This is an optimization exercise on Yosys and OpenROAD, whose aim is small area, a short achievable clock period and few clock cycles, not a production implementation.
RTL that was checked went through simulation tests only; none was proved equivalent to the original.
Only the layout flow was run in run 1; the RTL was not checked for function there.
Power and IR drop assume default switching activity.

===== design/flow/design.v =====
module wcb_frame_rx (
  input  wire        clk,
  input  wire        rst_n,
  input  wire        in_valid,
  output wire        in_ready,
  input  wire [31:0] in_data,
  input  wire [2:0]  in_count,
  input  wire        in_last,
  input  wire        timeout,
  output reg         res_valid,
  input  wire        res_ready,
  output reg  [1:0]  res_status,
  output reg  [7:0]  res_head,
  output reg  [7:0]  res_ver,
  output reg  [7:0]  res_addr,
  output reg  [7:0]  res_func,
  output reg  [15:0] res_start,
  output reg  [15:0] res_dlen,
  output reg  [15:0] res_crc,
  output wire [15:0] res_calc
);
  localparam [1:0] ST_OK       = 2'd0;
  localparam [1:0] ST_TRAILER  = 2'd1;
  localparam [1:0] ST_OVERRUN  = 2'd2;
  localparam [1:0] ST_CHECKSUM = 2'd3;
  localparam [7:0] TAIL = 8'h0D;
  function automatic [15:0] crc_x1(input [15:0] x);
    begin
      crc_x1[0] = ^(x & 16'h01FF);
      crc_x1[1] = ^(x & 16'h0200);
      crc_x1[2] = ^(x & 16'h0400);
      crc_x1[3] = ^(x & 16'h0800);
      crc_x1[4] = ^(x & 16'h1000);
      crc_x1[5] = ^(x & 16'h2000);
      crc_x1[6] = ^(x & 16'h4001);
      crc_x1[7] = ^(x & 16'h8003);
      crc_x1[8] = ^(x & 16'h0006);
      crc_x1[9] = ^(x & 16'h000C);
      crc_x1[10] = ^(x & 16'h0018);
      crc_x1[11] = ^(x & 16'h0030);
      crc_x1[12] = ^(x & 16'h0060);
      crc_x1[13] = ^(x & 16'h00C0);
      crc_x1[14] = ^(x & 16'h007F);
      crc_x1[15] = ^(x & 16'h00FF);
    end
  endfunction
  function automatic [15:0] crc_x2(input [15:0] x);
    begin
      crc_x2[0] = ^(x & 16'hFFFB);
      crc_x2[1] = ^(x & 16'h000C);
      crc_x2[2] = ^(x & 16'h0018);
      crc_x2[3] = ^(x & 16'h0030);
      crc_x2[4] = ^(x & 16'h0060);
      crc_x2[5] = ^(x & 16'h00C0);
      crc_x2[6] = ^(x & 16'h0180);
      crc_x2[7] = ^(x & 16'h0300);
      crc_x2[8] = ^(x & 16'h0600);
      crc_x2[9] = ^(x & 16'h0C00);
      crc_x2[10] = ^(x & 16'h1800);
      crc_x2[11] = ^(x & 16'h3000);
      crc_x2[12] = ^(x & 16'h6001);
      crc_x2[13] = ^(x & 16'hC002);
      crc_x2[14] = ^(x & 16'h7FFE);
      crc_x2[15] = ^(x & 16'hFFFD);
    end
  endfunction
  function automatic [15:0] crc_x3(input [15:0] x, input [7:0] y);
    begin
      crc_x3[0] = ^(x & 16'hFBFF) ^ ^(y & 8'hFF);
      crc_x3[1] = ^(x & 16'h0C00) ^ ^(y & 8'h00);
      crc_x3[2] = ^(x & 16'h1800) ^ ^(y & 8'h00);
      crc_x3[3] = ^(x & 16'h3000) ^ ^(y & 8'h00);
      crc_x3[4] = ^(x & 16'h6001) ^ ^(y & 8'h00);
      crc_x3[5] = ^(x & 16'hC002) ^ ^(y & 8'h00);
      crc_x3[6] = ^(x & 16'h8005) ^ ^(y & 8'h01);
      crc_x3[7] = ^(x & 16'h000A) ^ ^(y & 8'h03);
      crc_x3[8] = ^(x & 16'h0014) ^ ^(y & 8'h06);
      crc_x3[9] = ^(x & 16'h0028) ^ ^(y & 8'h0C);
      crc_x3[10] = ^(x & 16'h0050) ^ ^(y & 8'h18);
      crc_x3[11] = ^(x & 16'h00A0) ^ ^(y & 8'h30);
      crc_x3[12] = ^(x & 16'h0140) ^ ^(y & 8'h60);
      crc_x3[13] = ^(x & 16'h0280) ^ ^(y & 8'hC0);
      crc_x3[14] = ^(x & 16'hFEFF) ^ ^(y & 8'h7F);
      crc_x3[15] = ^(x & 16'hFDFF) ^ ^(y & 8'hFF);
    end
  endfunction
  function automatic [15:0] crc_x4(input [15:0] x, input [15:0] y);
    begin
      crc_x4[0] = ^(x & 16'hFFE7) ^ ^(y & 16'hFFFB);
      crc_x4[1] = ^(x & 16'h0028) ^ ^(y & 16'h000C);
      crc_x4[2] = ^(x & 16'h0050) ^ ^(y & 16'h0018);
      crc_x4[3] = ^(x & 16'h00A0) ^ ^(y & 16'h0030);
      crc_x4[4] = ^(x & 16'h0140) ^ ^(y & 16'h0060);
      crc_x4[5] = ^(x & 16'h0280) ^ ^(y & 16'h00C0);
      crc_x4[6] = ^(x & 16'h0500) ^ ^(y & 16'h0180);
      crc_x4[7] = ^(x & 16'h0A00) ^ ^(y & 16'h0300);
      crc_x4[8] = ^(x & 16'h1400) ^ ^(y & 16'h0600);
      crc_x4[9] = ^(x & 16'h2800) ^ ^(y & 16'h0C00);
      crc_x4[10] = ^(x & 16'h5001) ^ ^(y & 16'h1800);
      crc_x4[11] = ^(x & 16'hA003) ^ ^(y & 16'h3000);
      crc_x4[12] = ^(x & 16'h4007) ^ ^(y & 16'h6001);
      crc_x4[13] = ^(x & 16'h800F) ^ ^(y & 16'hC002);
      crc_x4[14] = ^(x & 16'hFFF9) ^ ^(y & 16'h7FFE);
      crc_x4[15] = ^(x & 16'hFFF3) ^ ^(y & 16'hFFFD);
    end
  endfunction
  reg        s_v;
  reg [31:0] s_d;
  reg [2:0]  s_n;
  reg        s_l;
  reg        tq;         
  reg        rdy;
  assign in_ready = rdy;
  reg        hdr;        
  reg [2:0]  hp;
  reg [16:0] r;          
  reg        rbig;       
  reg        drop;       
  reg [15:0] crc;
  assign res_calc = crc;
  wire go  = s_v && !res_valid;
  wire col = go && !drop;
  wire [7:0] b0 = s_d[7:0];
  wire [7:0] b1 = s_d[15:8];
  wire [7:0] b2 = s_d[23:16];
  wire [7:0] b3 = s_d[31:24];
  wire [4:0] v;           
  assign v[0] = (s_n != 3'd0);
  assign v[1] = (s_n >= 3'd2);
  assign v[2] = (s_n >= 3'd3);
  assign v[3] = (s_n >= 3'd4);
  assign v[4] = (s_n >= 3'd5);
  wire [2:0] nv = v[3] ? 3'd4 : v[2] ? 3'd3 : v[1] ? 3'd2 : {2'b00, v[0]};
  wire [31:0] rot = (hp[1:0] == 2'd0) ? s_d :
                    (hp[1:0] == 2'd1) ? {s_d[23:0], s_d[31:24]} :
                    (hp[1:0] == 2'd2) ? {s_d[15:0], s_d[31:16]} :
                                        {s_d[7:0],  s_d[31:8]};
  wire [3:0] hl;
  assign hl[0] = hdr;
  assign hl[1] = hdr && (hp != 3'd7);
  assign hl[2] = hdr && (hp[2:1] != 2'b11);
  assign hl[3] = hdr && !(hp[2] && (hp[1:0] != 2'd0));
  wire [7:0] hw;
  wire [3:0] e0 = {v[3], v[2], v[1], v[0]};
  genvar gj;
  generate
    for (gj = 0; gj < 8; gj = gj + 1) begin : g_hw
      wire [3:0] ln = gj - {1'b0, hp};    
      assign hw[gj] = hdr && ({1'b0, hp} <= gj) && (ln < 4'd4) && e0[ln[1:0]];
    end
  endgenerate
  wire [15:0] len = {(hp == 3'd7) ? res_dlen[15:8] : rot[23:16], rot[31:24]};
  wire        len_small = (len[15:2] == 14'd0) && (len[1:0] != 2'd3);   
  wire [2:0] lsb3 = r[2:0] + 3'd3;     
  reg  [3:0] inc, chi, clo, fin;
  reg  signed [4:0] t;
  integer k;
  always @* begin
    for (k = 0; k < 4; k = k + 1) begin
      if (hdr)
        t = $signed({3'b000, len[1:0]}) + 5'sd3 - ($signed({2'b00, hp}) + k - 8);
      else
        t = $signed({2'b00, lsb3}) - k;
      if (hl[k] || (hdr ? !len_small : rbig)) begin
        inc[k] = v[k]; chi[k] = 1'b0; clo[k] = 1'b0; fin[k] = 1'b0;
      end else begin
        inc[k] = v[k] && (t >= 5'sd4);
        chi[k] = v[k] && (t == 5'sd3);
        clo[k] = v[k] && (t == 5'sd2);
        fin[k] = v[k] && (t == 5'sd1);
      end
    end
  end
  wire done = |fin;
  wire overrun = !s_l || |(fin & v[4:1]);
  wire        start  = hdr && (hp == 3'd0);
  wire [15:0] crc_in = start ? 16'hFFFF : crc;
  wire [15:0] x  = crc_in ^ s_d[15:0];
  wire [15:0] c1 = crc_x1({crc_in[15:8], x[7:0]});
  wire [15:0] c2 = crc_x2(x);
  wire [15:0] c3 = crc_x3(x, b2);
  wire [15:0] c4 = crc_x4(x, s_d[31:16]);
  wire [15:0] crc_nx = inc[3] ? c4 : inc[2] ? c3 : inc[1] ? c2 : inc[0] ? c1 : crc_in;
  wire [3:0] tail_bad = {b3 != TAIL, b2 != TAIL, b1 != TAIL, b0 != TAIL};
  wire [3:0] crc_bad;
  assign crc_bad[3] = (c1 != {b1, b2});
  assign crc_bad[2] = (crc != {b0, b1});
  assign crc_bad[1] = (crc != {res_crc[15:8], b0});
  assign crc_bad[0] = (crc != res_crc);
  wire [1:0] status = overrun ? ST_OVERRUN :
                      |(fin & tail_bad) ? ST_TRAILER :
                      |(fin & crc_bad) ? ST_CHECKSUM : ST_OK;
  wire [2:0]  hpn  = hp + nv;                  
  wire [2:0]  cnt  = hdr ? hpn : nv;
  wire [16:0] r_nx = (hdr ? {1'b0, len} : r) - {14'd0, cnt};
  wire        b7   = hw[7];
  always @(posedge clk) begin
    if (!rst_n) begin
      s_v       <= 1'b0;
      tq        <= 1'b0;
      rdy       <= 1'b1;
      res_valid <= 1'b0;
      drop      <= 1'b0;
      hdr       <= 1'b1;
      hp        <= 3'd0;
    end else begin
      s_v <= (s_v && !go) || (in_valid && rdy);
      rdy <= !(((col && done) || (res_valid && !res_ready)) &&
               ((s_v && !go) || (in_valid && rdy)));
      tq  <= timeout || (tq && s_v && !go);
      if (res_valid && res_ready)
        res_valid <= 1'b0;
      if (go && drop) begin
        if (s_l) drop <= 1'b0;
      end else if (col) begin
        if (done) begin
          res_valid  <= 1'b1;
          drop       <= !s_l;
          hdr        <= 1'b1;
          hp         <= 3'd0;
        end else if (hdr && !b7) begin
          hp <= hpn;
        end else begin
          hdr <= 1'b0;
        end
      end
      if (tq && (go || !s_v) && !(go ? (drop ? !s_l : (done && !s_l)) : drop)) begin
        hdr <= 1'b1;
        hp  <= 3'd0;
      end
    end
  end
  always @(posedge clk) begin
    if (col && !done && (!hdr || b7)) begin
      r    <= r_nx;
      rbig <= !r_nx[16] && ((r_nx[15:3] != 13'd0) || (r_nx[2:0] >= 3'd5));
    end
    if (col && (start || inc[0]))
      crc <= crc_nx;
    if (col && done)
      res_status <= status;
    if (col) begin
      if (hw[0]) res_head        <= rot[7:0];
      if (hw[1]) res_ver         <= rot[15:8];
      if (hw[2]) res_addr        <= rot[23:16];
      if (hw[3]) res_func        <= rot[31:24];
      if (hw[4]) res_start[15:8] <= rot[7:0];
      if (hw[5]) res_start[7:0]  <= rot[15:8];
      if (hw[6]) res_dlen[15:8]  <= rot[23:16];
      if (hw[7]) res_dlen[7:0]   <= rot[31:24];
      if (|chi) res_crc[15:8] <= ({8{chi[0]}} & b0) | ({8{chi[1]}} & b1) |
                                 ({8{chi[2]}} & b2) | ({8{chi[3]}} & b3);
      if (|clo) res_crc[7:0]  <= ({8{clo[0]}} & b0) | ({8{clo[1]}} & b1) |
                                 ({8{clo[2]}} & b2) | ({8{clo[3]}} & b3);
    end
    if (rdy) begin
      s_d <= in_data;
      s_n <= in_count;
      s_l <= in_last;
    end
  end
endmodule

===== design/flow/run.sh =====
#!/bin/bash
# synth_recipe.tcl (not shown) runs the flow's synth.tcl, then flattens the netlist and writes it again
# the make line also repeats each setting of config.mk as NAME=value (left out here)
make -C /OpenROAD-flow-scripts/flow DESIGN_CONFIG=/design/flow/config.mk WORK_HOME=/design/flow/orfs CLKGATE_MAP_FILE= SYNTH_SCRIPT=/design/flow/synth_recipe.tcl finish

===== design/flow/config.mk =====
export PLATFORM = sky130hd
export DESIGN_NAME = wcb_frame_rx
export DESIGN_NICKNAME = wcb_frame_rx
export VERILOG_FILES = /design/flow/design.v
export SDC_FILE = /design/flow/constraint.sdc
export NUM_CORES = 4
export LEC_CHECK = 0
export CAP_MARGIN = 20
export CORE_MARGIN = 2
export CORE_UTILIZATION = 40
export PLACE_DENSITY = 0.6
export SLEW_MARGIN = 20

===== design/flow/constraint.sdc =====
create_clock -name core_clock -period 15.0 [get_ports {clk}]
set_input_delay 3.0000 -clock core_clock [delete_from_list [all_inputs] [get_ports {clk}]]
set_output_delay 3.0000 -clock core_clock [all_outputs]
set_load 0.01 [all_outputs]

==> metrics.cfg, run 1 <==
[global_route]
grt.overflow.total=0
grt_usage=0.248
grt_pass1_wl_um=57500
grt_max_degree=70
grt_pass1_vias=9268
grt_antenna_before_repair=0

[clock_tree]
clk_latency_ns=0.45
cts_resized=0
cts.sinks=161
htreeDepth=4
post_cts_buffers=0
cts_hold_buffers=0
cts_tree=built
numCtsBuffers=17
cts_buffer_depth=2
clkSlewWorstSetupHoldPaths_ns=0.08
clockRootBuffer=clkbuf_16

[placement]
dp_hpwl_um=27500
postPlaceCellArea_um2=13700
place_congestion=0.896
io_buffers=140

[worst_setup_path]
path_cells=ha_2, nor2b_1, a211oi_1, a211oi_1, a21oi_1, ha_1, inv_1, ha_1, inv_1, ha_1, inv_1, fa_1, xor2_1, a41oi_1, a2111oi_0, nand2_1, nor2_1, nor4_1, nor2_1
start_kind=flop
cp.required_ns=15.08
worstReg2RegStart=hp[1]
crit_type=reg -> reg
endpoint_kind=flop
slowest_delay_ns=1.02
worstPathArrival_ns=6.83
crit_start=hp[1]
reg2reg_slack_ns=8.24
path_max_fanout=35
slowest_stage=ha_2

[power]
powerDensity_nw_per_um2=99.5
ir_worst_vdd_uv=52.8
p_leak_nw=4.99

[timing]
fin_crit_sh=0.450
fin_skew_ns=0.0115
setup-violations-final=0
min_period_ns=6.76
tns_ns=0
finalHoldViolations=0
rsz0062_at_grt=no
slew_headroom=0.272
maxSlewViolCount=0
tightest_slew_ns=1.09
fmax_mhz=148

[logic_synthesis]
synthArstFlopShare=0
syn-cell-area_um2=11900
yosysTopAreaCell=edfxtp_1
yosysWarnings=1
synth_edf_count=152
synth_cells=1203
synthTopCellsByArea=edfxtp_1, xnor2_1, ha_1, xor2_1, mux2i_1
ys_types=79
synth_top_area_share=0.384
synth-main-ff-cell=edfxtp_1
syn_avg_cell_area_um2=9.89
synth.net_count=1291
ys_seq_area_frac=0.399
ys_ff_latch=161

[final_layout]
drive_gt1_frac=0.0815
layout_commonest_cell=xnor2_1
nets=1388
final_cell_mix=xnor2_1, edfxtp_1, clkdlybuf4s50_1
fillers=2777
syn2layout_area_growth_pct=19.7
n_antenna_cell=0
finalInstanceArea_um2=14200

[die]
coreArea_um2=29500
die_height_um=176
dieArea_um2=31100
fp-row-count=63
io_pins=141
initial_core_util=0.403
die_x_um=176

[status]
outcome=no timing/DRC/antenna violations

[route]
antenna_left=0
dr.first_iter.drc_count=1113
drc=0
via_per_inst=5.68
drt_first_pass_iters=8
wire_per_inst_um=22.5
vias=9677
drt-total-wl_um=38300

[worst_hold_path]
hold_path.class=reg -> reg
worstHoldStart=drop

[run]
cap_viol_max_count=0

-- worst paths after layout --
kind	depth (start not counted)	to
worst max-delay path	19	res_crc[11]
worst max register to register	19	res_crc[11]
worst min-delay path	2	drop
worst min register to register	2	drop
-- power breakdown --
group	switching (mW)	internal, mW
logic	0.216	0.202
registers	0.0449	0.517
clock network	0.214	0.223
-- flip-flops by register name, indices dropped and copies added, names as in the netlist, 2 cells and up --
register,count
hp,3
res_head,8
s_d,32
res_addr,8
res_start,16
s_n,3
res_status,2
r,17
crc,16
res_crc,16
res_dlen,16
res_ver,8
res_func,8
-- critical path, delay by kind of cell, from the launching register on --
kind / cells / cell delay, ns
adder cells (fa/ha/maj): 5 / 2.14
AND/OR/NAND/NOR: 5 / 1.56
AO/OA/AOI/OAI: 5 / 1.54
flip-flops: 1 / 0.70
buffers and inverters: 3 / 0.25
XOR/XNOR: 1 / 0.18
-- metal layers --
layer / global-route usage / share of wire
met1: 0.346 / 0.44
met2: 0.383 / 0.45
met3: 0.0476 / 0.083
met4: 0.0947 / 0.031
met5: 0 / 0
-- cell type report --
class | count | area, um^2 | area share
Clock inverter | 15 | 165 | 0.0116
Sequential cell | 161 | 4750 | 0.333
Tap cell | 390 | 488 | 0.0343
Inverter | 51 | 191 | 0.0134
Clock buffer | 17 | 425 | 0.0299
Timing Repair Buffer | 171 | 1630 | 0.115
Multi-Input combinational cell | 898 | 6590 | 0.463
-- stage by stage --
| step | total power [mW] | hold WS, ns | setup slack (ns) | instances | util |
|---|---|---|---|---|---|
| 2_1_floorplan | 0.866 | 0.489 | 9.08 | 1203 | - |
| 3_3_place_gp | 0.981 | 0.526 | 8.63 | 1671 | 0.463 |
| 3_5_place_dp | 0.983 | 0.531 | 8.42 | 1671 | 0.463 |
| 4_1_cts | 1.42 | 0.545 | 8.39 | 1703 | 0.483 |
| 5_1_grt | 1.48 | 0.567 | 7.70 | 1703 | 0.483 |
| 6_report | 1.42 | 0.546 | 8.24 | 1703 | 0.483 |
-- cells in the mapped netlist, types with 8 or more instances --
cell      number
a211oi_1      19
a21oi_1       63
a22oi_1       39
a31oi_1        8
and2_1         9
buf_1         15
buf_2         27
clkbuf_1      45
dfxtp_1        9
edfxtp_1     152
ha_1          40
inv_1         49
mux2i_1       41
nand2_1       95
nand4_1       14
nor2_1        97
nor2b_1       21
nor3_1        20
nor3b_1        9
nor4_1        16
o21ai_0       36
xnor2_1      169
xor2_1        53
-- cell families after synthesis --
logic type	Yosys count	synth area share
compound gates	242	0.138
xor+xnor	232	0.181
mux	47	0.0408
fa+ha+maj	51	0.0572
simple gates	326	0.134
flops	161	0.399
buf+inv	144	0.0503
==> run 2: changes to the inputs <==
--- a/design/flow/design.v
+++ b/design/flow/design.v
@@ -113,8 +113,8 @@
   assign in_ready = rdy;
   reg        hdr;        
   reg [2:0]  hp;
-  reg [16:0] r;          
-  reg        rbig;       
+  reg [2:0]  rl;
+  reg        rbig;
   reg        drop;       
   reg [15:0] crc;
   assign res_calc = crc;
@@ -135,45 +135,49 @@
                     (hp[1:0] == 2'd1) ? {s_d[23:0], s_d[31:24]} :
                     (hp[1:0] == 2'd2) ? {s_d[15:0], s_d[31:16]} :
                                         {s_d[7:0],  s_d[31:8]};
-  wire [3:0] hl;
-  assign hl[0] = hdr;
-  assign hl[1] = hdr && (hp != 3'd7);
-  assign hl[2] = hdr && (hp[2:1] != 2'b11);
-  assign hl[3] = hdr && !(hp[2] && (hp[1:0] != 2'd0));
-  wire [7:0] hw;
-  wire [3:0] e0 = {v[3], v[2], v[1], v[0]};
+  wire [7:0] hpo;         
   genvar gj;
   generate
-    for (gj = 0; gj < 8; gj = gj + 1) begin : g_hw
-      wire [3:0] ln = gj - {1'b0, hp};    
-      assign hw[gj] = hdr && ({1'b0, hp} <= gj) && (ln < 4'd4) && e0[ln[1:0]];
+    for (gj = 0; gj < 8; gj = gj + 1) begin : g_hpo
+      assign hpo[gj] = (hp == gj);
     end
   endgenerate
-  wire [15:0] len = {(hp == 3'd7) ? res_dlen[15:8] : rot[23:16], rot[31:24]};
-  wire        len_small = (len[15:2] == 14'd0) && (len[1:0] != 2'd3);   
-  wire [2:0] lsb3 = r[2:0] + 3'd3;     
-  reg  [3:0] inc, chi, clo, fin;
-  reg  signed [4:0] t;
-  integer k;
-  always @* begin
-    for (k = 0; k < 4; k = k + 1) begin
-      if (hdr)
-        t = $signed({3'b000, len[1:0]}) + 5'sd3 - ($signed({2'b00, hp}) + k - 8);
-      else
-        t = $signed({2'b00, lsb3}) - k;
-      if (hl[k] || (hdr ? !len_small : rbig)) begin
-        inc[k] = v[k]; chi[k] = 1'b0; clo[k] = 1'b0; fin[k] = 1'b0;
-      end else begin
-        inc[k] = v[k] && (t >= 5'sd4);
-        chi[k] = v[k] && (t == 5'sd3);
-        clo[k] = v[k] && (t == 5'sd2);
-        fin[k] = v[k] && (t == 5'sd1);
-      end
-    end
-  end
+  wire [7:0] hw;
+  assign hw[0] = hdr && hpo[0] && v[0];
+  assign hw[1] = hdr && ((hpo[1] && v[0]) || (hpo[0] && v[1]));
+  assign hw[2] = hdr && ((hpo[2] && v[0]) || (hpo[1] && v[1]) || (hpo[0] && v[2]));
+  assign hw[3] = hdr && ((hpo[3] && v[0]) || (hpo[2] && v[1]) || (hpo[1] && v[2]) || (hpo[0] && v[3]));
+  assign hw[4] = hdr && ((hpo[4] && v[0]) || (hpo[3] && v[1]) || (hpo[2] && v[2]) || (hpo[1] && v[3]));
+  assign hw[5] = hdr && ((hpo[5] && v[0]) || (hpo[4] && v[1]) || (hpo[3] && v[2]) || (hpo[2] && v[3]));
+  assign hw[6] = hdr && ((hpo[6] && v[0]) || (hpo[5] && v[1]) || (hpo[4] && v[2]) || (hpo[3] && v[3]));
+  assign hw[7] = hdr && ((hpo[7] && v[0]) || (hpo[6] && v[1]) || (hpo[5] && v[2]) || (hpo[4] && v[3]));
+  wire [15:0] len = {hpo[7] ? res_dlen[15:8] : rot[23:16], rot[31:24]};
+  wire       hz7  = (res_dlen[15:8] == 8'd0);
+  wire       lsm5 = (b1 == 8'd0) && (b2[7:1] == 7'd0);                  
+  wire       lsm6 = (b0 == 8'd0) && (b1[7:2] == 6'd0) && (b1[1:0] != 2'd3);  
+  wire       lsm7 = hz7 && (b0[7:2] == 6'd0);                            
+  wire       lsm_h = (hpo[5] && lsm5) || (hpo[6] && lsm6) || (hpo[7] && lsm7);
+  wire [2:0] lv_h  = ({3{hpo[5]}} & {2'b11, b2[0]}) |
+                     ({3{hpo[6]}} & (3'd5 + {1'b0, b1[1:0]})) |
+                     ({3{hpo[7]}} & {1'b1, b0[1:0]});
+  wire       lsm   = hdr ? lsm_h : !rbig;
+  wire [2:0] lv    = hdr ? lv_h : rl + 3'd3;
+  wire [7:0] lvo;
+  generate
+    for (gj = 0; gj < 8; gj = gj + 1) begin : g_lvo
+      assign lvo[gj] = lsm && (lv == gj);
+    end
+  endgenerate
+  wire [3:0] fin = v[3:0] & lvo[4:1];
+  wire [3:0] clo = v[3:0] & lvo[5:2];
+  wire [3:0] chi = v[3:0] & lvo[6:3];
+  wire [3:0] inc = v[3:0] & {!lsm || (lvo[7]),
+                             !lsm || (lvo[7] | lvo[6]),
+                             !lsm || (lvo[7] | lvo[6] | lvo[5]),
+                             !lsm || (lvo[7] | lvo[6] | lvo[5] | lvo[4])};
   wire done = |fin;
   wire overrun = !s_l || |(fin & v[4:1]);
-  wire        start  = hdr && (hp == 3'd0);
+  wire        start  = hdr && hpo[0];
   wire [15:0] crc_in = start ? 16'hFFFF : crc;
   wire [15:0] x  = crc_in ^ s_d[15:0];
   wire [15:0] c1 = crc_x1({crc_in[15:8], x[7:0]});
@@ -181,18 +185,22 @@
   wire [15:0] c3 = crc_x3(x, b2);
   wire [15:0] c4 = crc_x4(x, s_d[31:16]);
   wire [15:0] crc_nx = inc[3] ? c4 : inc[2] ? c3 : inc[1] ? c2 : inc[0] ? c1 : crc_in;
-  wire [3:0] tail_bad = {b3 != TAIL, b2 != TAIL, b1 != TAIL, b0 != TAIL};
-  wire [3:0] crc_bad;
-  assign crc_bad[3] = (c1 != {b1, b2});
-  assign crc_bad[2] = (crc != {b0, b1});
-  assign crc_bad[1] = (crc != {res_crc[15:8], b0});
-  assign crc_bad[0] = (crc != res_crc);
+  wire [7:0] fhi = |chi ? (({8{chi[0]}} & b0) | ({8{chi[1]}} & b1) |
+                           ({8{chi[2]}} & b2) | ({8{chi[3]}} & b3)) : res_crc[15:8];
+  wire [7:0] flo = |clo ? (({8{clo[0]}} & b0) | ({8{clo[1]}} & b1) |
+                           ({8{clo[2]}} & b2) | ({8{clo[3]}} & b3)) : res_crc[7:0];
+  wire [15:0] calc_end = inc[0] ? c1 : crc;
+  wire [7:0]  tail_b = (({8{fin[0]}} & b0) | ({8{fin[1]}} & b1) |
+                        ({8{fin[2]}} & b2) | ({8{fin[3]}} & b3));
   wire [1:0] status = overrun ? ST_OVERRUN :
-                      |(fin & tail_bad) ? ST_TRAILER :
-                      |(fin & crc_bad) ? ST_CHECKSUM : ST_OK;
+                      (tail_b != TAIL) ? ST_TRAILER :
+                      (calc_end != {fhi, flo}) ? ST_CHECKSUM : ST_OK;
   wire [2:0]  hpn  = hp + nv;                  
   wire [2:0]  cnt  = hdr ? hpn : nv;
-  wire [16:0] r_nx = (hdr ? {1'b0, len} : r) - {14'd0, cnt};
+  wire [16:0] r_val = hdr ? {1'b0, len} : {res_crc[13:0], rl};
+  wire [16:0] r_nx  = r_val - {14'd0, cnt};
+  wire        rbig_nx = (hdr || rbig) && !r_val[16] &&
+                        ((r_val[15:4] != 12'd0) || ({1'b0, r_val[3:0]} >= 5'd5 + {2'b00, cnt}));
   wire        b7   = hw[7];
   always @(posedge clk) begin
     if (!rst_n) begin
@@ -232,8 +240,8 @@
   end
   always @(posedge clk) begin
     if (col && !done && (!hdr || b7)) begin
-      r    <= r_nx;
-      rbig <= !r_nx[16] && ((r_nx[15:3] != 13'd0) || (r_nx[2:0] >= 3'd5));
+      rl   <= r_nx[2:0];
+      rbig <= rbig_nx;
     end
     if (col && (start || inc[0]))
       crc <= crc_nx;
@@ -248,10 +256,12 @@
       if (hw[5]) res_start[7:0]  <= rot[15:8];
       if (hw[6]) res_dlen[15:8]  <= rot[23:16];
       if (hw[7]) res_dlen[7:0]   <= rot[31:24];
-      if (|chi) res_crc[15:8] <= ({8{chi[0]}} & b0) | ({8{chi[1]}} & b1) |
-                                 ({8{chi[2]}} & b2) | ({8{chi[3]}} & b3);
-      if (|clo) res_crc[7:0]  <= ({8{clo[0]}} & b0) | ({8{clo[1]}} & b1) |
-                                 ({8{clo[2]}} & b2) | ({8{clo[3]}} & b3);
+      if (!lsm && !done && (!hdr || b7)) begin
+        res_crc[13:0] <= r_nx[16:3];
+      end else begin
+        if (|chi) res_crc[15:8] <= fhi;
+        if (|clo) res_crc[7:0]  <= flo;
+      end
     end
     if (rdy) begin
       s_d <= in_data;
==> design/flow/flow/run.sh (new file) <==
#!/bin/bash
set -euo pipefail
export BUFFER_PORTS_ARGS="-buffer_cell sky130_fd_sc_hd__buf_1"
bash standard.sh SETUP_SLACK_MARGIN=10.9 finish > flow_standard.log 2>&1
==> design/flow/standard.sh (new file) <==
#!/bin/bash
# synth_recipe.tcl (not shown) runs the flow's synth.tcl, then flattens the netlist and writes it again
# the make line also repeats each setting of config.mk as NAME=value (left out here)
make -C /OpenROAD-flow-scripts/flow DESIGN_CONFIG=/design/flow/config.mk WORK_HOME=/design/flow/orfs CLKGATE_MAP_FILE= SYNTH_SCRIPT=/design/flow/synth_recipe.tcl "${@:-finish}"
removed: design/flow/run.sh
==> run 2 against run 1 <==
Synthesized area decreased by 9.7%. Synthesized cell count decreased by 9.0%. Global-route usage increased by 2.9 points. Cell area decreased by 11%. Sequential share of layout area increased by 0.70 points. Clock-buffer cell count increased by 1. Combinational power increased by 5.0%. Via count decreased by 0.42%. Register-to-register slack improved by 2.7 ns. Maximum frequency increased by 64%. Die area decreased by 9.5%.
==> metrics.cfg, run 2 <==
[die]
coreArea_um2=26200  ; -11%
fp-row-count=59  ; -6.3%
die_height_um=168  ; -4.9%
dieArea_um2=28200  ; -9.5%
die_x_um=168  ; -4.9%
initial_core_util=0.410  ; +0.00639
io_pins=141  ; unchanged

[logic_synthesis]
synth_cells=1095  ; -9.0%
synthTopCellsByArea=edfxtp_1, xnor2_1, nor2_1, o21ai_0, xor2_1
ys_seq_area_frac=0.403  ; +0.00370
yosysWarnings=1  ; unchanged
yosysTopAreaCell=edfxtp_1
synth_edf_count=138  ; -9.2%
synthTopCellsByCount=edfxtp_1, xnor2_1, nor2_1
synth-main-ff-cell=edfxtp_1
synth_top_area_share=0.386  ; +0.00207
yosysMostFrequentCell=edfxtp_1
ys_ff_latch=147  ; -8.7%
ys_types=77  ; -2.5%
synthArstFlopShare=0  ; unchanged
syn_avg_cell_area_um2=9.81  ; -0.79%
synth.net_count=1152  ; -11%
syn-cell-area_um2=10700  ; -9.7%

[worst_setup_path]
rr_endpoint=res_status[0]
slowest_delay_ns=0.50  ; -0.52 ns
worstReg2RegStart=s_d[19]
path_cells=buf_1
start_kind=flop
crit_family=flip-flops
cp.required_ns=12.00  ; -3.08 ns
r2r_cells=13  ; -6
reg2reg_slack_ns=10.94  ; +2.70 ns
worstPathArrival_ns=1.12  ; -5.71 ns
crit_type=reg -> out
path_max_fanout=2  ; -94%
critical_path_buf_inv_count=1  ; -2
slowest_stage=edfxtp_1
endpoint_kind=primary output

[placement]
postPlaceCellArea_um2=11500  ; -16%
io_buffers=140  ; unchanged
place_congestion=0.956  ; +6.7%
dp_hpwl_um=28300  ; +2.7%
dp.cells=1507  ; -9.8%

[timing]
maxSlewViolCount=0  ; unchanged
tightest_slew_ns=1.01  ; -0.0757 ns
min_period_ns=4.12  ; -2.64 ns
fin_crit_sh=0.274  ; -0.176
slew_headroom=0.322  ; +0.0497
rsz0062_at_grt=yes
setup-violations-final=0  ; unchanged
whs_ns=0.494  ; -0.0520 ns
finalHoldViolations=0  ; unchanged
fin_skew_ns=0.0128  ; +0.00124 ns
tns_ns=0  ; unchanged
fmax_mhz=243  ; +64%

[route]
antenna_left=0  ; unchanged
dr.first_iter.drc_count=1170  ; +5.1%
drc=0  ; unchanged
drt-total-wl_um=39700  ; +3.7%
wire_per_inst_um=25.0  ; +11%
drt_first_pass_iters=8  ; unchanged
vias=9636  ; -0.42%
via_per_inst=6.05  ; +6.5%

[power]
ir_worst_vdd_uv=58.9  ; +12%
powerDensity_nw_per_um2=107  ; +7.6%
p_leak_nw=4.35  ; -13%

[final_layout]
nets=1299  ; -6.4%
fillers=2508  ; -9.7%
top_register=s_d
regArea_um2=4330  ; -8.8%
layout_commonest_cell=buf_1
fin_cells=1592  ; -6.5%
finalInstanceArea_um2=12700  ; -11%
final_cell_mix=buf_1, edfxtp_1, xnor2_1
syn2layout_area_growth_pct=18.5
largest_reg_flops=32  ; unchanged
drive_gt1_frac=0.155  ; +0.0739
multiInputGateArea_um2=6210  ; -5.8%

[run]
cap_viol_max_count=0  ; unchanged

[worst_hold_path]
worstHoldStart=drop
hold_end=drop
hold_path.class=reg -> reg
hold_depth=2  ; unchanged

[clock_tree]
clk_latency_ns=0.45  ; about the same
cts_tree=built
cts_buffer_depth=2  ; unchanged
cts.sinks=147  ; -8.7%
numCtsBuffers=17  ; unchanged
cts_hold_buffers=0  ; unchanged
clockRootBuffer=clkbuf_16
clkSlewWorstSetupHoldPaths_ns=0.07  ; about the same
htreeDepth=4  ; unchanged

[global_route]
grt.overflow.total=0  ; unchanged
grt_max_degree=59  ; -16%
grt_usage=0.278  ; +0.0294
grt_antenna_before_repair=2  ; +2
grt_pass1_wl_um=57700  ; +0.35%
grt_pass1_vias=8943  ; -3.5%

[status]
outcome=no timing/DRC/antenna violations

==> run 2: how the worst max path moves through the flow <==
stage                     cells after the start       endpoint  startpoint  slack, ns
after floorplan                              16    res_crc[11]       hp[1]      11.02
after global placement                       11  res_status[0]       hp[0]       9.77
after detailed placement                     11  res_status[0]       hp[0]       9.74
after CTS                                    12  res_status[0]      s_d[4]      10.88
after global routing                         13  res_status[0]     s_d[19]      10.82
final                                         1    res_calc[3]      crc[3]      10.88
==> run 2: layer usage <==
metal,share of wire,wire length (um),up-vias,global-route usage
met4,0.039,1550,0,0.110
li1,-,-,4291,-
met5,0,0,-,0
met3,0.11,4270,110,0.0693
met1,0.43,17000,4625,0.390
met2,0.43,16900,610,0.412
==> run 2: worst register-to-register path, stage by stage, from the launching register on <==
cell and delay (ns):
edfxtp_1 0.60, inv_1 0.25, ha_1 0.25, inv_1 0.05, nor4_1 0.05, o21ai_2 0.42, nand2_8 0.25, and2_2 0.33
a221o_1 0.42, o31ai_1 0.29, o2111ai_1 0.17, nor4_2 0.35, and4_1 0.27, a41oi_1 0.10
==> run 2: cells by family (layout without fill, tap and decap cells) <==
| kind of cell | count (synthesis) | count (layout) | share of synthesized area |
|---|---|---|---|
| buffers and inverters | 115 | 275 | 0.0434 |
| multiplexers | 48 | 48 | 0.0561 |
| adder cells (fa/ha/maj) | 19 | 19 | 0.0228 |
| flip-flops | 147 | 147 | 0.403 |
| AO/OA/AOI/OAI | 261 | 261 | 0.161 |
| other | 0 | 2 | 0 |
| XOR/XNOR | 185 | 185 | 0.166 |
| AND/OR/NAND/NOR | 320 | 320 | 0.148 |
==> run 2: repair_timing <==
action,4_1_cts,5_1_grt
pin swaps,1,4
gates resized for setup,27,31
hold endpoints to repair,0,0
cloned,1,0
setup buffers,28,22
setup endpoints to repair,63,29
==> run 2: final cells by class <==
class | instances | area share
well taps | 335 | 0.0329
repair inverters | 1 | 0.000393
clock buffers | 18 | 0.0337
clock inverters | 14 | 0.00973
flip-flops and latches | 147 | 0.340
diodes | 2 | 0.000393
multi-input cells | 833 | 0.488
repair buffers | 208 | 0.0842
inverters | 34 | 0.0104
==> run 2: power breakdown <==
part	switching [mW]	leakage (nW)	internal [mW]
clock	0.206	0.271	0.217
sequential	0.0256	1.38	0.475
combinational	0.247	2.70	0.192
==> run 2: stage by stage <==
step	worst slack [ns]	power, mW	util
after global placement	9.77	0.913	0.439
after global routing	10.82	1.42	0.486
final	10.88	1.36	0.486
after detailed placement	9.74	0.917	0.439
after floorplan	11.02	0.812	-
after CTS	10.88	1.35	0.473
Testbench counts of run 2, summed over its fixed seeds: cycles 8,018.
==> run 3: changes to the inputs <==
--- a/design/flow/design.v
+++ b/design/flow/design.v
@@ -64,46 +64,6 @@
       crc_x2[15] = ^(x & 16'hFFFD);
     end
   endfunction
-  function automatic [15:0] crc_x3(input [15:0] x, input [7:0] y);
-    begin
-      crc_x3[0] = ^(x & 16'hFBFF) ^ ^(y & 8'hFF);
-      crc_x3[1] = ^(x & 16'h0C00) ^ ^(y & 8'h00);
-      crc_x3[2] = ^(x & 16'h1800) ^ ^(y & 8'h00);
-      crc_x3[3] = ^(x & 16'h3000) ^ ^(y & 8'h00);
-      crc_x3[4] = ^(x & 16'h6001) ^ ^(y & 8'h00);
-      crc_x3[5] = ^(x & 16'hC002) ^ ^(y & 8'h00);
-      crc_x3[6] = ^(x & 16'h8005) ^ ^(y & 8'h01);
-      crc_x3[7] = ^(x & 16'h000A) ^ ^(y & 8'h03);
-      crc_x3[8] = ^(x & 16'h0014) ^ ^(y & 8'h06);
-      crc_x3[9] = ^(x & 16'h0028) ^ ^(y & 8'h0C);
-      crc_x3[10] = ^(x & 16'h0050) ^ ^(y & 8'h18);
-      crc_x3[11] = ^(x & 16'h00A0) ^ ^(y & 8'h30);
-      crc_x3[12] = ^(x & 16'h0140) ^ ^(y & 8'h60);
-      crc_x3[13] = ^(x & 16'h0280) ^ ^(y & 8'hC0);
-      crc_x3[14] = ^(x & 16'hFEFF) ^ ^(y & 8'h7F);
-      crc_x3[15] = ^(x & 16'hFDFF) ^ ^(y & 8'hFF);
-    end
-  endfunction
-  function automatic [15:0] crc_x4(input [15:0] x, input [15:0] y);
-    begin
-      crc_x4[0] = ^(x & 16'hFFE7) ^ ^(y & 16'hFFFB);
-      crc_x4[1] = ^(x & 16'h0028) ^ ^(y & 16'h000C);
-      crc_x4[2] = ^(x & 16'h0050) ^ ^(y & 16'h0018);
-      crc_x4[3] = ^(x & 16'h00A0) ^ ^(y & 16'h0030);
-      crc_x4[4] = ^(x & 16'h0140) ^ ^(y & 16'h0060);
-      crc_x4[5] = ^(x & 16'h0280) ^ ^(y & 16'h00C0);
-      crc_x4[6] = ^(x & 16'h0500) ^ ^(y & 16'h0180);
-      crc_x4[7] = ^(x & 16'h0A00) ^ ^(y & 16'h0300);
-      crc_x4[8] = ^(x & 16'h1400) ^ ^(y & 16'h0600);
-      crc_x4[9] = ^(x & 16'h2800) ^ ^(y & 16'h0C00);
-      crc_x4[10] = ^(x & 16'h5001) ^ ^(y & 16'h1800);
-      crc_x4[11] = ^(x & 16'hA003) ^ ^(y & 16'h3000);
-      crc_x4[12] = ^(x & 16'h4007) ^ ^(y & 16'h6001);
-      crc_x4[13] = ^(x & 16'h800F) ^ ^(y & 16'hC002);
-      crc_x4[14] = ^(x & 16'hFFF9) ^ ^(y & 16'h7FFE);
-      crc_x4[15] = ^(x & 16'hFFF3) ^ ^(y & 16'hFFFD);
-    end
-  endfunction
   reg        s_v;
   reg [31:0] s_d;
   reg [2:0]  s_n;
@@ -182,8 +142,8 @@
   wire [15:0] x  = crc_in ^ s_d[15:0];
   wire [15:0] c1 = crc_x1({crc_in[15:8], x[7:0]});
   wire [15:0] c2 = crc_x2(x);
-  wire [15:0] c3 = crc_x3(x, b2);
-  wire [15:0] c4 = crc_x4(x, s_d[31:16]);
+  wire [15:0] c3 = crc_x1({c2[15:8], c2[7:0] ^ b2});
+  wire [15:0] c4 = crc_x2(c2 ^ s_d[31:16]);
   wire [15:0] crc_nx = inc[3] ? c4 : inc[2] ? c3 : inc[1] ? c2 : inc[0] ? c1 : crc_in;
   wire [7:0] fhi = |chi ? (({8{chi[0]}} & b0) | ({8{chi[1]}} & b1) |
                            ({8{chi[2]}} & b2) | ({8{chi[3]}} & b3)) : res_crc[15:8];
==> design/flow/flow/run.sh (replaced) <==
#!/bin/bash
# Own layout flow: the standard layout (standard.sh: the standard synthesis and the
# standard ORFS steps, unchanged) with these differences in how the layout is optimised:
#  - the port buffers that buffer_ports inserts are sky130_fd_sc_hd__buf_1 instead of the
#    delay buffer it picks by default (every port still gets its buffer);
#  - clock tree synthesis runs with ORFS's default arguments plus -dont_use_dummy_load.
# The whole make output goes to flow_standard.log here; ORFS keeps per-step logs in orfs/logs.
set -euo pipefail
export BUFFER_PORTS_ARGS="-buffer_cell sky130_fd_sc_hd__buf_1"
export CTS_ARGS="-sink_clustering_enable -repair_clock_nets -dont_use_dummy_load"
bash standard.sh SETUP_SLACK_MARGIN=10.9 finish > flow_standard.log 2>&1
--- a/design/flow/config.mk
+++ b/design/flow/config.mk
@@ -7,6 +7,6 @@
 export LEC_CHECK = 0
 export CAP_MARGIN = 20
 export CORE_MARGIN = 2
-export CORE_UTILIZATION = 40
-export PLACE_DENSITY = 0.6
+export CORE_UTILIZATION = 60
+export PLACE_DENSITY = 0.75
 export SLEW_MARGIN = 20
==> run 3 against run 2 <==
Total power rose by 9.7%. Worst setup slack better by 0.035 ns. Critical endpoint is now res_crc[3]. Largest cell class unchanged. Via count decreased by 5.5%. Core utilization up 23 points. Non-clock buffer count is 18 higher.
==> metrics.cfg, run 3 <==
[worst_setup_path]
worstPathArrival_ns=1.08  ; -0.04 ns
critical_path_buf_inv_count=1  ; unchanged
endpoint_kind=primary output
crit_family=flip-flops
crit_type=reg -> out
reg2reg_slack_ns=10.93  ; about the same
slowest_stage=edfxtp_1
path_max_fanout=6  ; +4
rr_endpoint=res_status[0]
worstReg2RegStart=s_d[20]
slowest_delay_ns=0.49  ; about the same
cp.required_ns=12.00  ; about the same
r2r_cells=11  ; -2
start_kind=flop
path_cells=buf_1

[placement]
place_congestion=0.978  ; +2.3%
dp_hpwl_um=23000  ; -19%
io_buffers=140  ; unchanged
postPlaceCellArea_um2=11000  ; -4.2%
dp.cells=1279  ; -15%

[route]
antenna_left=0  ; unchanged
drc=0  ; unchanged
wire_per_inst_um=25.4  ; +1.6%
via_per_inst=6.68  ; +10%
vias=9106  ; -5.5%
drt-total-wl_um=34600  ; -13%
drt_first_pass_iters=6  ; -2
dr.first_iter.drc_count=1187  ; +1.5%

[die]
die_x_um=135  ; -19%
initial_core_util=0.607  ; +0.197
io_pins=141  ; unchanged
die_height_um=135  ; -19%
dieArea_um2=18300  ; -35%
coreArea_um2=17100  ; -35%
fp-row-count=48  ; -19%

[global_route]
grt_max_degree=52  ; -12%
grt.overflow.total=0  ; unchanged
grt_usage=0.367  ; +0.0889
grt_pass1_vias=8194  ; -8.4%
grt_antenna_before_repair=0  ; -2
grt_pass1_wl_um=49300  ; -14%

[logic_synthesis]
synth.net_count=1022  ; -11%
ys_seq_area_frac=0.418  ; +0.0152
synth_edf_count=138  ; unchanged
synthTopCellsByArea=edfxtp_1, xnor2_1, mux4_2, xor2_1, nor2_1
synth_top_area_share=0.400  ; +0.0145
syn_avg_cell_area_um2=10.7  ; +9.1%
ys_ff_latch=147  ; unchanged
synth-main-ff-cell=edfxtp_1
syn-cell-area_um2=10400  ; -3.6%
yosysWarnings=1  ; unchanged
ys_types=79  ; +2.6%
yosysMostFrequentCell=edfxtp_1
synth_cells=967  ; -12%
synthTopCellsByCount=edfxtp_1, xnor2_1, nor2_1
synthArstFlopShare=0  ; unchanged
yosysTopAreaCell=edfxtp_1

[timing]
min_period_ns=4.08  ; -0.0347 ns
fin_skew_ns=0.0140  ; +0.00119 ns
maxSlewViolCount=0  ; unchanged
tns_ns=0  ; unchanged
fmax_mhz=245  ; +0.85%
slew_headroom=0.236  ; -0.0854
rsz0062_at_grt=no
finalHoldViolations=0  ; unchanged
tightest_slew_ns=1.14  ; +0.128 ns
fin_crit_sh=0.272  ; -0.00231
setup-violations-final=0  ; unchanged

[clock_tree]
clkSlewWorstSetupHoldPaths_ns=0.06  ; about the same
cts_hold_buffers=0  ; unchanged
clockRootBuffer=clkbuf_16
numCtsBuffers=17  ; unchanged
cts_buffer_depth=2  ; unchanged
cts.sinks=147  ; unchanged
clk_latency_ns=0.42  ; -0.03 ns
cts_tree=built
htreeDepth=4  ; unchanged

[power]
ir_worst_vdd_uv=266  ; +350%
p_leak_nw=4.29  ; -1.3%
powerDensity_nw_per_um2=122  ; +14%
finalPower_mw=1.50  ; +9.7%

[worst_hold_path]
hold_path.class=reg -> reg
worstHoldStart=drop
hold_depth=2  ; unchanged
hold_end=drop

[final_layout]
regArea_um2=4340  ; +0.12%
postLayoutCoreUtil=0.720  ; +0.234
largest_reg_flops=32  ; unchanged
final_cell_mix=buf_1, edfxtp_1, xnor2_1
layout_commonest_cell=buf_1
fillers=1294  ; -48%
finalInstanceArea_um2=12300  ; -3.5%
multiInputGateArea_um2=5880  ; -5.3%
n_antenna_cell=0  ; -2
top_register=s_d
nets=1196  ; -7.9%
fin_cells=1364  ; -14%
syn2layout_area_growth_pct=18.6  ; about the same
drive_gt1_frac=0.193  ; +0.0378

[status]
outcome=no timing/DRC/antenna violations

[run]
cap_viol_max_count=0  ; unchanged

run 3: routing by layer:
layer	global-route usage	wire length, um
met2	0.550	15200
met5	0	0
met1	0.523	13200
met4	0.146	1770
met3	0.0786	4460
run 3: power by group:
part	internal, mW	total [mW]	leakage (nW)	switching (mW)
Combinational	0.296	0.644	2.70	0.347
Sequential	0.486	0.510	1.38	0.0231
Clock	0.196	0.342	0.209	0.146
run 3: how the worst max path moves through the flow:
stage / startpoint / to / slack (ns) / cells after the start
after floorplan: hp[1] / res_crc[4] / 11.04 / 16
after global placement: hp[0] / res_status[1] / 10.12 / 12
after detailed placement: hp[0] / res_status[1] / 10.00 / 12
after CTS: hdr / res_status[1] / 10.77 / 12
after global routing: hdr / res_status[1] / 10.84 / 13
final: res_crc[3] / res_crc[3] / 10.92 / 1
run 3: per-stage QoR:
stage | setup slack [ns] | hold WS (ns)
2_1_floorplan | 11.04 | 0.452
3_3_place_gp | 10.12 | 0.465
3_5_place_dp | 10.00 | 0.473
4_1_cts | 10.77 | 0.487
5_1_grt | 10.84 | 0.517
6_report | 10.92 | 0.485
run 3: timing repair:
| item | 4_1_cts | 5_1_grt |
|---|---|---|
| buffers inserted | 21 | 40 |
| resized for setup | 21 | 47 |
| cloned | 0 | 6 |
| pin swaps | 2 | 17 |
| setup endpoints to repair | 61 | 39 |
run 3: logic make-up (layout without fill, tap and decap cells):
logic type | after synthesis | after routing | share of synthesized area
DFF | 147 | 147 | 0.418
and+or+nand+nor | 264 | 266 | 0.126
muxes | 70 | 70 | 0.105
buffers and inverters | 94 | 264 | 0.0394
xor gates and xnor gates | 167 | 167 | 0.152
AOI/OAI and AO/OA | 211 | 211 | 0.141
adders and majority gates | 14 | 14 | 0.0184
run 3: layout make-up:
| type | count | area share |
|---|---|---|
| inverter | 20 | 0.00642 |
| tap | 225 | 0.0229 |
| clock buffer | 17 | 0.0347 |
| timing repair inverter | 1 | 0.000408 |
| multi-input combinational | 728 | 0.479 |
| timing repair buffer | 226 | 0.104 |
| sequential | 147 | 0.353 |
run 3: tightest hold or removal path: cells and delay by family, from the launching register on:
family,cells,cell delay (ns)
and+or+nand+nor,1,0.08
AOI/OAI and AO/OA,1,0.04
DFF,1,0.33
Testbench counts of run 3, summed over its fixed seeds: cycles 8,018.
==> run 4: changes to the inputs <==
--- a/design/flow/design.v
+++ b/design/flow/design.v
@@ -91,10 +91,11 @@
   assign v[3] = (s_n >= 3'd4);
   assign v[4] = (s_n >= 3'd5);
   wire [2:0] nv = v[3] ? 3'd4 : v[2] ? 3'd3 : v[1] ? 3'd2 : {2'b00, v[0]};
-  wire [31:0] rot = (hp[1:0] == 2'd0) ? s_d :
-                    (hp[1:0] == 2'd1) ? {s_d[23:0], s_d[31:24]} :
-                    (hp[1:0] == 2'd2) ? {s_d[15:0], s_d[31:16]} :
-                                        {s_d[7:0],  s_d[31:8]};
+  wire [3:0]  hq  = {hp[1:0] == 2'd3, hp[1:0] == 2'd2, hp[1:0] == 2'd1, hp[1:0] == 2'd0};
+  wire [31:0] rot = ({32{hq[0]}} & s_d) |
+                    ({32{hq[1]}} & {s_d[23:0], s_d[31:24]}) |
+                    ({32{hq[2]}} & {s_d[15:0], s_d[31:16]}) |
+                    ({32{hq[3]}} & {s_d[7:0],  s_d[31:8]});
   wire [7:0] hpo;         
   genvar gj;
   generate
@@ -144,7 +145,9 @@
   wire [15:0] c2 = crc_x2(x);
   wire [15:0] c3 = crc_x1({c2[15:8], c2[7:0] ^ b2});
   wire [15:0] c4 = crc_x2(c2 ^ s_d[31:16]);
-  wire [15:0] crc_nx = inc[3] ? c4 : inc[2] ? c3 : inc[1] ? c2 : inc[0] ? c1 : crc_in;
+  wire [4:0]  csel = {inc[3], inc[2] & ~inc[3], inc[1] & ~inc[2], inc[0] & ~inc[1], ~inc[0]};
+  wire [15:0] crc_nx = ({16{csel[4]}} & c4) | ({16{csel[3]}} & c3) | ({16{csel[2]}} & c2) |
+                       ({16{csel[1]}} & c1) | ({16{csel[0]}} & crc_in);
   wire [7:0] fhi = |chi ? (({8{chi[0]}} & b0) | ({8{chi[1]}} & b1) |
                            ({8{chi[2]}} & b2) | ({8{chi[3]}} & b3)) : res_crc[15:8];
   wire [7:0] flo = |clo ? (({8{clo[0]}} & b0) | ({8{clo[1]}} & b1) |
==> design/flow/flow/run.sh (replaced) <==
#!/bin/bash
# Own layout flow: the standard layout (standard.sh: the standard synthesis and the
# standard ORFS steps, unchanged) with these differences in how the layout is optimised:
#  - the port buffers that buffer_ports inserts are sky130_fd_sc_hd__buf_1 instead of the
#    delay buffer it picks by default (every port still gets its buffer);
#  - clock tree synthesis runs with ORFS's default arguments plus -dont_use_dummy_load, a
#    clkbuf_16 root buffer and clkbuf_8 buffers below it (a balanced tree, as by default).
# The whole make output goes to flow_standard.log here; ORFS keeps per-step logs in orfs/logs.
set -euo pipefail
export BUFFER_PORTS_ARGS="-buffer_cell sky130_fd_sc_hd__buf_1"
export CTS_ARGS="-sink_clustering_enable -repair_clock_nets -dont_use_dummy_load -root_buf sky130_fd_sc_hd__clkbuf_16 -buf_list sky130_fd_sc_hd__clkbuf_8"
bash standard.sh SETUP_SLACK_MARGIN=10.9 finish > flow_standard.log 2>&1
==> run 4 against run 3 <==
Still clean on timing, DRC and antenna. Critical path depth stayed put. Sequential share of layout area is 1.9 points higher. Clock power is about 30% lower. Flip-flop and latch count stayed put. Total power is 6.5% lower. Maximum frequency is 0.66% lower. Sequential power is 1% higher. Die area is 1.2% lower. Hold slack better by 0.020 ns. Via count is 0.74% lower. Final cell count is 3.0% lower. Clock-buffer cell count stayed put. Critical endpoint is now res_crc[2]. Largest power group unchanged. Highest routed layer unchanged.
==> metrics.cfg, run 4 <==
[status]
outcome=no timing/DRC/antenna violations

[clock_tree]
numCtsBuffers=17  ; unchanged
clockRootBuffer=clkbuf_16
cts_buffer_depth=2  ; unchanged
htreeDepth=4  ; unchanged
cts_tree=built
cts.sinks=147  ; unchanged
clk_latency_ns=0.39  ; -0.03 ns
clkSlewWorstSetupHoldPaths_ns=0.07  ; about the same

[worst_setup_path]
worstReg2RegStart=s_d[5]
endpoint_kind=primary output
reg2reg_slack_ns=10.93  ; about the same
cp_num_cells=1  ; unchanged
critical_path_buf_inv_count=1  ; unchanged
worstPathArrival_ns=1.11  ; +0.03 ns
crit_type=reg -> out
cp.required_ns=12.00  ; about the same
crit_start=res_crc[2]
r2r_cells=11  ; unchanged
slowest_stage=edfxtp_1
path_max_fanout=5  ; -1
start_kind=flop
path_cells=buf_1
crit_family=flip-flops
slowest_delay_ns=0.55  ; +0.06 ns

[die]
die_x_um=135  ; -0.61%
initial_core_util=0.614  ; +0.00728
fp-row-count=47  ; -2.1%
die_height_um=135  ; -0.61%
dieArea_um2=18100  ; -1.2%
coreArea_um2=16600  ; -2.4%
io_pins=141  ; unchanged

[final_layout]
finalInstanceArea_um2=11600  ; -5.2%
final_cell_mix=buf_1, edfxtp_1, xnor2_1
nets=1160  ; -3.0%
drive_gt1_frac=0.160  ; -0.0327
largest_reg_flops=32  ; unchanged
syn2layout_area_growth_pct=13.9
n_antenna_cell=0  ; unchanged
top_register=s_d
postLayoutCoreUtil=0.700  ; -0.0201
layout_commonest_cell=buf_1

[route]
antenna_left=0  ; unchanged
dr.first_iter.drc_count=1377  ; +16%
drc=0  ; unchanged
wire_per_inst_um=25.7  ; +1.4%
drt-total-wl_um=34000  ; -1.7%
drt_first_pass_iters=9  ; +3
via_per_inst=6.83  ; +2.3%
vias=9039  ; -0.74%

[global_route]
grt_pass1_vias=8293  ; +1.2%
grt_pass1_wl_um=50500  ; +2.3%
grt.overflow.total=0  ; unchanged
grt_max_degree=50  ; -3.8%
grt_usage=0.381  ; +0.0144
grt_antenna_before_repair=0  ; unchanged

[logic_synthesis]
yosysTopAreaCell=edfxtp_1
synth-main-ff-cell=edfxtp_1
yosysWarnings=1  ; unchanged
ys_ff_latch=147  ; unchanged
ys_seq_area_frac=0.423  ; +0.00532
syn-cell-area_um2=10200  ; -1.3%
synth_edf_count=138  ; unchanged
yosysMostFrequentCell=edfxtp_1
ys_types=78  ; -1.3%
synthTopCellsByCount=edfxtp_1, xnor2_1, nor2_1
synth_cells=957  ; -1.0%
synthArstFlopShare=0  ; unchanged
synth.net_count=1012  ; -0.98%
synth_top_area_share=0.405  ; +0.00510
synthTopCellsByArea=edfxtp_1, xnor2_1, mux4_2, xor2_1, nor2_1
syn_avg_cell_area_um2=10.7  ; -0.23%

[timing]
fin_skew_ns=0.0218  ; +0.00782 ns
whs_ns=0.505  ; +0.0199 ns
finalHoldViolations=0  ; unchanged
slew_headroom=0.412  ; +0.176
rsz0062_at_grt=yes
tns_ns=0  ; unchanged
fmax_mhz=243  ; -0.66%
min_period_ns=4.11  ; +0.0270 ns
setup-violations-final=0  ; unchanged
fin_crit_sh=0.274  ; +0.00180
maxSlewViolCount=0  ; unchanged
tightest_slew_ns=0.881  ; -0.256 ns

[worst_hold_path]
worstHoldStart=tq
hold_depth=2  ; unchanged
hold_path.class=reg -> reg

[power]
intPower_uw=895  ; -8.5%
seq_power_share=0.370  ; +0.029
ir_worst_vdd_uv=204  ; -23%
combPwrFrac=0.459  ; +0.028
p_switching_uw=502  ; -2.7%
swShare=0.359  ; +0.0142
powerDensity_nw_per_um2=120  ; -1.4%
p_leak_nw=4.06  ; -5.5%
clkPwrFrac=0.171  ; -0.058

[placement]
dp_hpwl_um=23600  ; +2.6%
place_congestion=1.06  ; +8.2%
io_buffers=140  ; unchanged
postPlaceCellArea_um2=10800  ; -2.3%

[run]
cap_viol_max_count=0  ; unchanged

## run 4: cell types whose count changed after synthesis, moves of 9 or more
| cell | delta |
|---|---|
| o21ai_0 | -9 |
| a32oi_1 | -11 |
| a22oi_1 | +18 |
| a221o_1 | -10 |
## run 4: logic make-up after synthesis
| group | after synthesis | synth area share |
|---|---|---|
| AOI/OAI and AO/OA | 211 | 0.145 |
| xor gates and xnor gates | 162 | 0.147 |
| adders and majority gates | 14 | 0.0186 |
| buffers and inverters | 98 | 0.0441 |
| DFF | 147 | 0.423 |
| muxes | 62 | 0.0963 |
| and+or+nand+nor | 263 | 0.126 |
## run 4: routing by layer
| metal | vias to the layer above | wire [um] | track usage |
|---|---|---|---|
| met5 | - | 0 | 0 |
| met4 | 0 | 1800 | 0.203 |
| met3 | 141 | 4620 | 0.102 |
| met2 | 793 | 14800 | 0.562 |
| met1 | 4271 | 12700 | 0.518 |
| li1 | 3834 | - | - |
## run 4: power groups by stage
| stage | logic, mW | clock network (mW) | registers, mW |
|---|---|---|---|
| after floorplan | 0.470 | 0 | 0.518 |
| after global placement | 0.564 | 0 | 0.540 |
| after detailed placement | 0.574 | 0 | 0.541 |
| after CTS | 0.598 | 0.238 | 0.521 |
| after global routing | 0.695 | 0.253 | 0.517 |
| final | 0.642 | 0.239 | 0.517 |
## run 4: final timing paths
check,to
min,hdr
max,res_crc[2]
min reg2reg,hdr
max reg2reg,res_status[0]
## run 4: layout make-up
cell class / count / area [um^2]
tap: 220 / 275
fill: 1277 / 5000
multi-input combinational: 712 / 5630
clock buffer: 17 / 245
inverter: 24 / 93.8
timing repair buffer: 203 / 1070
sequential: 147 / 4330
## run 4: stage by stage
| step | total power, mW | setup slack, ns | std cells |
|---|---|---|---|
| 6_report | 1.40 | 10.89 | 1323 |
| 5_1_grt | 1.47 | 10.78 | 1323 |
| 4_1_cts | 1.36 | 10.90 | 1301 |
| 3_5_place_dp | 1.11 | 9.96 | 1255 |
| 3_3_place_gp | 1.10 | 10.14 | 1255 |
| 2_1_floorplan | 0.987 | 10.92 | 957 |
## run 4: timing repair
item                                    in CTS  in global routing
gates resized for setup                     33                 22
pin swaps                                    2                  2
hold buffers                                 0                  0
endpoints found under the setup margin      40                 20
gates cloned                                 1                  0
setup buffers                               28                 22
## run 4: worst reg2reg max path: stages, from the launching register on
cell,delay (ns)
edfxtp_1,0.59
or4_1,0.63
a2111o_1,0.45
a211oi_4,0.25
buf_4,0.18
nor2_2,0.04
buf_4,0.25
mux2_4,0.38
mux2_2,0.26
a311oi_1,0.22
nand4_1,0.22
o31a_1,0.34
Testbench counts of run 4, summed over its fixed seeds: cycles 8,018.
==> run 5: changes to the inputs <==
--- a/design/flow/design.v
+++ b/design/flow/design.v
@@ -113,29 +113,35 @@
   assign hw[6] = hdr && ((hpo[6] && v[0]) || (hpo[5] && v[1]) || (hpo[4] && v[2]) || (hpo[3] && v[3]));
   assign hw[7] = hdr && ((hpo[7] && v[0]) || (hpo[6] && v[1]) || (hpo[5] && v[2]) || (hpo[4] && v[3]));
   wire [15:0] len = {hpo[7] ? res_dlen[15:8] : rot[23:16], rot[31:24]};
-  wire       hz7  = (res_dlen[15:8] == 8'd0);
-  wire       lsm5 = (b1 == 8'd0) && (b2[7:1] == 7'd0);                  
-  wire       lsm6 = (b0 == 8'd0) && (b1[7:2] == 6'd0) && (b1[1:0] != 2'd3);  
-  wire       lsm7 = hz7 && (b0[7:2] == 6'd0);                            
-  wire       lsm_h = (hpo[5] && lsm5) || (hpo[6] && lsm6) || (hpo[7] && lsm7);
-  wire [2:0] lv_h  = ({3{hpo[5]}} & {2'b11, b2[0]}) |
-                     ({3{hpo[6]}} & (3'd5 + {1'b0, b1[1:0]})) |
-                     ({3{hpo[7]}} & {1'b1, b0[1:0]});
-  wire       lsm   = hdr ? lsm_h : !rbig;
-  wire [2:0] lv    = hdr ? lv_h : rl + 3'd3;
+  wire [2:0] lvb = rl + 3'd3;
   wire [7:0] lvo;
   generate
     for (gj = 0; gj < 8; gj = gj + 1) begin : g_lvo
-      assign lvo[gj] = lsm && (lv == gj);
+      assign lvo[gj] = !rbig && (lvb == gj);
     end
   endgenerate
-  wire [3:0] fin = v[3:0] & lvo[4:1];
-  wire [3:0] clo = v[3:0] & lvo[5:2];
-  wire [3:0] chi = v[3:0] & lvo[6:3];
-  wire [3:0] inc = v[3:0] & {!lsm || (lvo[7]),
-                             !lsm || (lvo[7] | lvo[6]),
-                             !lsm || (lvo[7] | lvo[6] | lvo[5]),
-                             !lsm || (lvo[7] | lvo[6] | lvo[5] | lvo[4])};
+  wire [3:0] fin_b = v[3:0] & lvo[4:1];
+  wire [3:0] clo_b = v[3:0] & lvo[5:2];
+  wire [3:0] chi_b = v[3:0] & lvo[6:3];
+  wire [3:0] inc_b = v[3:0] & {rbig || (lvo[7]),
+                               rbig || (lvo[7] | lvo[6]),
+                               rbig || (lvo[7] | lvo[6] | lvo[5]),
+                               rbig || (lvo[7] | lvo[6] | lvo[5] | lvo[4])};
+  wire       hz7 = (res_dlen[15:8] == 8'd0);
+  wire       e05 = hpo[5] && (b1 == 8'd0) && (b2 == 8'd0);
+  wire       e06 = hpo[6] && (b0 == 8'd0) && (b1 == 8'd0);
+  wire       e16 = hpo[6] && (b0 == 8'd0) && (b1 == 8'd1);
+  wire       e07 = hpo[7] && hz7 && (b0 == 8'd0);
+  wire       e17 = hpo[7] && hz7 && (b0 == 8'd1);
+  wire       e27 = hpo[7] && hz7 && (b0 == 8'd2);
+  wire [3:0] fin_h = v[3:0] & {e07, 3'b000};
+  wire [3:0] clo_h = v[3:0] & {e06 | e17, e07, 2'b00};
+  wire [3:0] chi_h = v[3:0] & {e05 | e16 | e27, e06 | e17, e07, 1'b0};
+  wire [3:0] inc_h = v[3:0] & ~(fin_h | clo_h | chi_h);
+  wire [3:0] fin = hdr ? fin_h : fin_b;
+  wire [3:0] clo = hdr ? clo_h : clo_b;
+  wire [3:0] chi = hdr ? chi_h : chi_b;
+  wire [3:0] inc = hdr ? inc_h : inc_b;
   wire done = |fin;
   wire overrun = !s_l || |(fin & v[4:1]);
   wire        start  = hdr && hpo[0];
@@ -219,7 +225,7 @@
       if (hw[5]) res_start[7:0]  <= rot[15:8];
       if (hw[6]) res_dlen[15:8]  <= rot[23:16];
       if (hw[7]) res_dlen[7:0]   <= rot[31:24];
-      if (!lsm && !done && (!hdr || b7)) begin
+      if (hdr ? (b7 && !(|chi_h) && !(|clo_h) && !e07) : rbig) begin
         res_crc[13:0] <= r_nx[16:3];
       end else begin
         if (|chi) res_crc[15:8] <= fhi;
==> run 5 against run 4 <==
Still clean. Final cell count is 1.3% lower. First-iteration DRC count is 10% higher. Non-clock buffer count is 31 lower. Critical endpoint is now res_calc[15].
==> metrics.cfg, run 5 <==
[timing]
slew_headroom=0.200  ; -0.212
tns_ns=0  ; unchanged
tightest_slew_ns=1.19  ; +0.310 ns
finalHoldViolations=0  ; unchanged
setup-violations-final=0  ; unchanged
maxSlewViolCount=0  ; unchanged
fmax_mhz=245  ; +0.84%
min_period_ns=4.07  ; -0.0344 ns

[global_route]
grt.overflow.total=0  ; unchanged
grt_usage=0.377  ; -0.00441
grt_max_degree=51  ; +2.0%

[worst_setup_path]
cp.required_ns=12.00  ; about the same
endpoint_kind=primary output
critical_path_buf_inv_count=1  ; unchanged
start_kind=flop
crit_family=flip-flops
crit_type=reg -> out
crit_start=crc[15]

[status]
outcome=no timing/DRC/antenna violations

[placement]
io_buffers=140  ; unchanged
dp_hpwl_um=24400  ; +3.6%

[route]
drc=0  ; unchanged
dr.first_iter.drc_count=1517  ; +10%

[worst_hold_path]
hold_depth=2  ; unchanged

[power]
powerDensity_nw_per_um2=116  ; -3.7%
p_switching_uw=468  ; -6.9%
intPower_uw=848  ; -5.3%
swShare=0.356  ; -0.00394
combPwrFrac=0.426  ; -0.033
p_leak_nw=3.81  ; -6.1%
seq_power_share=0.393  ; +0.023

[logic_synthesis]
synth_top_family_by_area=XOR/XNOR gates
yosysTopAreaCell=edfxtp_1
yosys.area_share.simple=0.145  ; +0.0193
synthTopCellsByArea=edfxtp_1, xnor2_1, mux4_2, xor2_1, nor2_1
synth_compound_area_frac=0.130  ; -0.0147
synth_top_area_share=0.400  ; -0.00495
synthTopCellsByCount=edfxtp_1, xnor2_1, nor2_1

[clock_tree]
clkSlewWorstSetupHoldPaths_ns=0.06  ; about the same
cts_tree=built
cts_buffer_depth=2  ; unchanged
numCtsBuffers=17  ; unchanged

[final_layout]
layout_commonest_cell=buf_1
fillers=1408  ; +10%
drive_gt1_frac=0.131  ; -0.0291
top_register=s_d

[die]
dieArea_um2=18300  ; +1.2%
io_pins=141  ; unchanged
die_height_um=135  ; +0.59%

-- run 5: cell count changes after synthesis, sizes merged, moves of 5 or more --
| cell | before | now |
|---|---|---|
| o21ai | 32 | 54 |
| nand3 | 10 | 29 |
| a22oi | 22 | 5 |
| mux2i | 26 | 12 |
| nand2 | 56 | 70 |
| o311ai | 0 | 13 |
| a211oi | 15 | 3 |
| nor3 | 18 | 26 |
| a22o | 8 | 1 |
| a31o | 8 | 1 |
| nand2b | 12 | 5 |
| a21oi | 51 | 46 |
| o22ai | 9 | 4 |
-- run 5: cell type report --
| cell class | instances | area, um^2 | area share |
|---|---|---|---|
| repair buffers | 172 | 790 | 0.0694 |
| flip-flops and latches | 147 | 4330 | 0.381 |
| clock buffers | 17 | 245 | 0.0215 |
| multi-input cells | 722 | 5650 | 0.496 |
| inverters | 23 | 86.3 | 0.00758 |
| well taps | 225 | 282 | 0.0247 |
-- run 5: worst min path at each step --
stage	end	start	slack, ns
3_5_place_dp	drop	drop	0.52
3_3_place_gp	drop	drop	0.51
5_1_grt	hdr	tq	0.56
6_report	hdr	tq	0.53
4_1_cts	hdr	tq	0.52
2_1_floorplan	hdr	tq	0.47
-- run 5: cells by family after synthesis --
logic type                 count (synthesis)
buffers and inverters                     96
and+or+nand+nor                          298
AOI/OAI and AO/OA                        198
adders and majority gates                 11
DFF                                      147
xor gates and xnor gates                 163
muxes                                     52
-- run 5: power groups by stage --
stage	combinational (mW)	clock, mW	sequential [mW]
6_report	0.561	0.238	0.517
5_1_grt	0.602	0.254	0.517
4_1_cts	0.541	0.240	0.517
3_5_place_dp	0.517	0	0.538
3_3_place_gp	0.509	0	0.538
2_1_floorplan	0.425	0	0.514
-- run 5: what timing repair did --
item,4_1_cts,5_1_grt
pin swaps,0,0
setup endpoints to repair,17,16
resized for setup,3,12
buffers inserted,11,5
hold buffers,0,0
-- run 5: metal layers --
metal / wire, um / global-route usage
met1: 13200 / 0.523
met2: 14400 / 0.536
met3: 4960 / 0.124
met4: 1600 / 0.180
met5: 12 / 0
-- run 5: through the flow --
step	instances	power (mW)
detailed placement	1273	1.06
global placement	1273	1.05
global route	1306	1.37
finish	1306	1.32
floorplan	965	0.939
CTS	1301	1.30
Testbench counts of run 5, summed over its fixed seeds: cycles 8,018.

Re-timed with assumed drivers on the ports (clkbuf_16 on the clock, buf_2 on other inputs), run 5 has 10.881 ns of setup slack against 10.926 ns with ideal ports, and 11.014 ns once port delays also move by the mid clock arrival of 0.420 ns.
